This design comes from an exercise in tuning for small area on the open sky130 flow, not from production work. The RTL was checked by simulation tests, not by an equivalence proof against the original design. The flow treats the clock pin as an ideal source, which a real chip does not have. Power and IR drop assume default switching activity.

Setup of red:
## lcd_ctrl
module lcd_ctrl(clk, rst, rq_valid, rq_data, rq_ready, status, map_pixel, map_raw, adc_req, adc_ack, adc_data, lcd_cs, lcd_cd, lcd_sclk, lcd_mosi);
==> flow/config.mk <==
export PLATFORM = sky130hd
export DESIGN_NAME = lcd_ctrl
export DESIGN_NICKNAME = lcd_ctrl
export VERILOG_FILES = /design/flow/design.v
export SDC_FILE = /design/flow/constraint.sdc
export NUM_CORES = 4
export LEC_CHECK = 0
export ABC_AREA = 1
export CAP_MARGIN = 20
export CORE_MARGIN = 2
export CORE_UTILIZATION = 40
export SLEW_MARGIN = 20
==> flow/constraint.sdc <==
create_clock -name core_clock -period 20.0 [get_ports {clk}]
set_input_delay 4.0000 -clock core_clock [delete_from_list [all_inputs] [get_ports {clk}]]
set_output_delay 4.0000 -clock core_clock [all_outputs]
set_load 0.01 [all_outputs]
standard.sh (not shown) runs the stock make flow with config.mk's settings and CLKGATE_MAP_FILE= SYNTH_SCRIPT=/design/flow/synth_recipe.tcl, a recipe that flattens the netlist after the stock synthesis.
==> flow/flow/run.sh <==
#!/bin/bash
# Layout flow: the standard ORFS flow (standard.sh: unchanged synthesis,
# floorplan, power grid, tap cells, placement, routing), with three layout
# choices changed:
#  - after synthesis, the logic between the registers is mapped again with an
#    area-oriented ABC script (flow/remap.py, flow/remap.abc); the registers
#    keep the standard synthesis's instances, names and cell types;
#  - the input and output port buffers are sky130_fd_sc_hd__buf_1 cells
#    (buffer_ports -buffer_cell), the smallest buffer;
#  - clock tree synthesis uses sky130_fd_sc_hd__clkbuf_8 buffers and inserts
#    no dummy loads (clock_tree_synthesis -dont_use_dummy_load).
# Logs, one per tool run, in the work folder: flow_synth.log (standard.sh
# synth), flow_remap.log (Yosys/ABC re-mapping), flow_finish.log (standard.sh
# to the end); each ORFS step also writes its full log under orfs/logs/.
set -euo pipefail
cd "$(dirname "$0")/.."
export BUFFER_PORTS_ARGS="-buffer_cell sky130_fd_sc_hd__buf_1"
export CTS_ARGS="-sink_clustering_enable -repair_clock_nets -dont_use_dummy_load -buf_list sky130_fd_sc_hd__clkbuf_8"
bash standard.sh synth > flow_synth.log 2>&1
R=orfs/results/${FLOW_PLATFORM}/lcd_ctrl/base
LIB=${FLOW_HOME}/platforms/${FLOW_PLATFORM}/lib/sky130_fd_sc_hd__tt_025C_1v80.lib
YOSYS=${FLOW_HOME}/../tools/install/yosys/bin/yosys
cp $R/1_2_yosys.v flow_synth_netlist.v
python3 flow/remap.py "$LIB" "${FLOW_HOME}/platforms/${FLOW_PLATFORM}/config.mk" flow_synth_netlist.v flow_remap.v flow/remap.abc > flow_remap.ys
$YOSYS -l flow_remap.log -q -s flow_remap.ys > /dev/null 2>&1
# keep only the top module (the flip-flop and tie cells are library cells)
python3 - <<'PY'
import re
s = open('flow_remap.v.all').read()
m = re.search(r'^module lcd_ctrl\b.*?^endmodule', s, re.S | re.M)
open('flow_remap.v', 'w').write(m.group(0) + '\n')
PY
cp flow_remap.v $R/1_2_yosys.v
rm -f $R/1_synth.odb $R/1_synth.sdc
bash standard.sh finish > flow_finish.log 2>&1
test -f out/final.def
Other scripts of this flow, unchanged in this note and not shown: flow/flow/remap.abc, flow/flow/remap.py
red completed every stage of the flow, and the final layout passed the timing, DRC and antenna checks.
diff inputs: red => blue
-- flow/flow/run.sh --
<<< red, line 16
cd "$(dirname "$0")/.."
export BUFFER_PORTS_ARGS="-buffer_cell sky130_fd_sc_hd__buf_1"
export CTS_ARGS="-sink_clustering_enable -repair_clock_nets -dont_use_dummy_load -buf_list sky130_fd_sc_hd__clkbuf_8"
bash standard.sh synth > flow_synth.log 2>&1
R=orfs/results/${FLOW_PLATFORM}/lcd_ctrl/base
>>> blue, line 16
cd "$(dirname "$0")/.."
export BUFFER_PORTS_ARGS="-buffer_cell sky130_fd_sc_hd__buf_1"
export CTS_ARGS="-repair_clock_nets -dont_use_dummy_load -buf_list sky130_fd_sc_hd__clkbuf_8"
bash standard.sh synth > flow_synth.log 2>&1
R=orfs/results/${FLOW_PLATFORM}/lcd_ctrl/base
Notes after the runs:
Re wire length: no difference whatsoever between blue and red.
| global-route usage | blue vs red | ≈ equal |
blue vs. red: post-route standard cell area excluding fillers held; shortest clock period the worst path allows after layout comparable; number of non-clock inverters flat.

lcd_ctrl again, from the RTL that the note above started with.
==> flow/config.mk <==
export PLATFORM = sky130hd
export DESIGN_NAME = lcd_ctrl
export DESIGN_NICKNAME = lcd_ctrl
export VERILOG_FILES = /design/flow/design.v
export SDC_FILE = /design/flow/constraint.sdc
export NUM_CORES = 4
export LEC_CHECK = 0
export ABC_AREA = 1
export CAP_MARGIN = 20
export CORE_MARGIN = 2
export CORE_UTILIZATION = 40
export SLEW_MARGIN = 20
==> flow/constraint.sdc <==
create_clock -name core_clock -period 20.0 [get_ports {clk}]
set_input_delay 4.0000 -clock core_clock [delete_from_list [all_inputs] [get_ports {clk}]]
set_output_delay 4.0000 -clock core_clock [all_outputs]
set_load 0.01 [all_outputs]
==> flow/flow/run.sh <==
#!/bin/bash
# Layout flow: the standard ORFS flow (standard.sh: unchanged synthesis,
# floorplan, power grid, tap cells, placement, routing), with three layout
# choices changed:
#  - after synthesis, the logic between the registers is mapped again with an
#    area-oriented ABC script (flow/remap.py, flow/remap.abc: deepsyn, dch, amap); the registers
#    keep the standard synthesis's instances, names and cell types;
#  - the input and output port buffers are sky130_fd_sc_hd__buf_1 cells
#    (buffer_ports -buffer_cell), the smallest buffer;
#  - clock tree synthesis uses sky130_fd_sc_hd__clkbuf_8 buffers and inserts
#    no dummy loads (clock_tree_synthesis -dont_use_dummy_load).
# Logs, one per tool run, in the work folder: flow_synth.log (standard.sh
# synth), flow_remap.log (Yosys/ABC re-mapping), flow_finish.log (standard.sh
# to the end); each ORFS step also writes its full log under orfs/logs/.
set -euo pipefail
cd "$(dirname "$0")/.."
export BUFFER_PORTS_ARGS="-buffer_cell sky130_fd_sc_hd__buf_1"
export CTS_ARGS="-sink_clustering_enable -repair_clock_nets -dont_use_dummy_load -buf_list sky130_fd_sc_hd__clkbuf_8"
bash standard.sh synth > flow_synth.log 2>&1
R=orfs/results/${FLOW_PLATFORM}/lcd_ctrl/base
LIB=${FLOW_HOME}/platforms/${FLOW_PLATFORM}/lib/sky130_fd_sc_hd__tt_025C_1v80.lib
YOSYS=${FLOW_HOME}/../tools/install/yosys/bin/yosys
cp $R/1_2_yosys.v flow_synth_netlist.v
python3 flow/remap.py "$LIB" "${FLOW_HOME}/platforms/${FLOW_PLATFORM}/config.mk" flow_synth_netlist.v flow_remap.v flow/remap.abc > flow_remap.ys
$YOSYS -l flow_remap.log -q -s flow_remap.ys > /dev/null 2>&1
# keep only the top module (the flip-flop and tie cells are library cells)
python3 - <<'PY'
import re
s = open('flow_remap.v.all').read()
m = re.search(r'^module lcd_ctrl\b.*?^endmodule', s, re.S | re.M)
open('flow_remap.v', 'w').write(m.group(0) + '\n')
PY
cp flow_remap.v $R/1_2_yosys.v
rm -f $R/1_synth.odb $R/1_synth.sdc
bash standard.sh finish > flow_finish.log 2>&1
test -f out/final.def
==> flow/flow/remap.abc <==
strash
&get -n
&deepsyn -T 60 -S 1
&put
dch
amap
strash
dch
amap
topo
Other scripts of this flow, unchanged in this note and not shown: flow/flow/remap.py
Edit:
--- a/flow/flow/run.sh
+++ b/flow/flow/run.sh
@@ -5,3 +5,3 @@
 #  - after synthesis, the logic between the registers is mapped again with an
-#    area-oriented ABC script (flow/remap.py, flow/remap.abc: deepsyn, dch, amap); the registers
+#    area-oriented ABC script (flow/remap.py, flow/remap.abc); the registers
 #    keep the standard synthesis's instances, names and cell types;
@@ -17,3 +17,3 @@
 export BUFFER_PORTS_ARGS="-buffer_cell sky130_fd_sc_hd__buf_1"
-export CTS_ARGS="-sink_clustering_enable -repair_clock_nets -dont_use_dummy_load -buf_list sky130_fd_sc_hd__clkbuf_8"
+export CTS_ARGS="-sink_clustering_enable -repair_clock_nets -dont_use_dummy_load -buf_list sky130_fd_sc_hd__clkbuf_8 -sink_clustering_size 30 -sink_clustering_max_diameter 150 -sink_clustering_buffer sky130_fd_sc_hd__clkbuf_8"
 bash standard.sh synth > flow_synth.log 2>&1
==> flow/flow/remap.abc (replaced) <==
strash
&get -n
&dc2
&put
dch
amap
strash
dch
amap
topo
What happened:
- critical path depth rises by 20
- cell count hardly moves
- synthesized cell count grows by 0.67%
- fmax hardly moves
- die area grows by 0.49%
- design area stays flat

## before
lcd_ctrl, a different RTL version from the one above (not shown whole).
For scale: about 1,300 cells after synthesis, ~64 I/O pins, ~11,000 µm² of cells after synthesis.
==> flow/config.mk <==
export PLATFORM = sky130hd
export DESIGN_NAME = lcd_ctrl
export DESIGN_NICKNAME = lcd_ctrl
export VERILOG_FILES = /design/flow/design.v
export SDC_FILE = /design/flow/constraint.sdc
export NUM_CORES = 4
export LEC_CHECK = 0
export ABC_AREA = 1
export CAP_MARGIN = 20
export CORE_MARGIN = 2
export CORE_UTILIZATION = 40
export CTS_BUF_LIST = sky130_fd_sc_hd__clkbuf_8
export CTS_CLUSTER_DIAMETER = 80
export CTS_CLUSTER_SIZE = 24
export SLEW_MARGIN = 20
==> flow/constraint.sdc <==
create_clock -name core_clock -period 20.0 [get_ports {clk}]
set_input_delay 4.0000 -clock core_clock [delete_from_list [all_inputs] [get_ports {clk}]]
set_output_delay 4.0000 -clock core_clock [all_outputs]
set_load 0.01 [all_outputs]
run.sh (not shown) runs the stock make flow with config.mk's settings and CLKGATE_MAP_FILE= SYNTH_SCRIPT=/design/flow/synth_recipe.tcl, a recipe that flattens the netlist after the stock synthesis.
Stock flow here: none of the scripts above is used.
Setup changes, before to after
Settings: CTS_CLUSTER_DIAMETER no longer set, was 80; CTS_CLUSTER_SIZE no longer set, was 24; CTS_BUF_LIST no longer set, was sky130_fd_sc_hd__clkbuf_8.
==> flow/flow/run.sh (new file) <==
#!/bin/bash
# Layout flow: the standard ORFS flow (standard.sh, unchanged synthesis,
# floorplan, power grid and tap cells), with two layout choices changed:
#  - the input and output port buffers are sky130_fd_sc_hd__buf_1 cells
#    (buffer_ports -buffer_cell), the smallest buffer, instead of the default;
#  - clock tree synthesis uses sky130_fd_sc_hd__clkbuf_8 buffers and inserts
#    no dummy loads (clock_tree_synthesis -dont_use_dummy_load).
# Each ORFS step writes its full log under orfs/logs/; this script's own
# output, and that of make, goes to flow_run.log in the work folder.
set -euo pipefail
cd "$(dirname "$0")/.."
export BUFFER_PORTS_ARGS="-buffer_cell sky130_fd_sc_hd__buf_1"
export CTS_ARGS="-sink_clustering_enable -repair_clock_nets -dont_use_dummy_load -buf_list sky130_fd_sc_hd__clkbuf_8"
bash standard.sh finish > flow_run.log 2>&1
test -f out/final.def
==> flow/standard.sh (new file) <==
#!/bin/bash
# synth_recipe.tcl (not shown) runs the flow's synth.tcl, then flattens the netlist and writes it again
# the make line also repeats each setting of config.mk as NAME=value (left out here)
make -C /OpenROAD-flow-scripts/flow DESIGN_CONFIG=/design/flow/config.mk WORK_HOME=/design/flow/orfs CLKGATE_MAP_FILE= SYNTH_SCRIPT=/design/flow/synth_recipe.tcl "${@:-finish}"
removed: flow/run.sh
[summary]
- Across after and before, none had a timing, DRC or antenna violation.
- Compared after against before; layout inverter count without the clock tree within noise.
- Layout buffering overhead excluding clock cells in after vs before: down 2.7 points
- Length in cells of the worst reg-to-reg path (lower): after
- Taking before as the reference, in after met2 layer wire length in the routed design saw a decrease, total power -75 µW, mean area per synthesized cell held steady, leakage power of the design shows a reduction of 4.3%, final design area excluding fillers dropped about 4%.
- On after: layout overhead on the synthesized area is 4.7 points lower than what before gave.

==> static timing again, ports no longer ideal <==
Ports are ideal in the flow. The routed layouts listed here were re-timed in OpenROAD. Step 1 assumes that a clkbuf_16 drives the clock port and a buf_2 every other input. Step 2 times the ports against the registers' clock, not the clock port: input delays grow and output delays shrink by t, the midpoint of the rising clock arrivals with the driver on. Slacks: ideal / step 1 / step 2; pairs: ideal / step 1.
run | shift t [ns] | setup WS [ns] | worst hold slack (ns) | worst setup path after step 2 | slew at the worst register clock pin (ns)
red | 0.492 | 11.273 / 11.233 / 11.291 | 0.409 / 0.409 / 0.409 | input to output | 0.12 / 0.12
blue | 0.492 | 11.273 / 11.233 / 11.291 | 0.409 / 0.409 / 0.409 | input to output | 0.12 / 0.12
the first run of note 2 | 0.489 | 11.286 / 11.262 / 11.262 | 0.418 / 0.418 / 0.418 | input to output | 0.11 / 0.11
the second run of note 2 | 0.492 | 11.273 / 11.233 / 11.291 | 0.409 / 0.409 / 0.409 | input to output | 0.12 / 0.12
before | 0.522 | 10.598 / 10.575 / 10.575 | 0.422 / 0.422 / 0.422 | input to output | 0.12 / 0.12
after | 0.490 | 11.388 / 11.364 / 11.364 | 0.389 / 0.389 / 0.389 | input to output | 0.11 / 0.11
After both steps setup and hold are still met in every run listed.
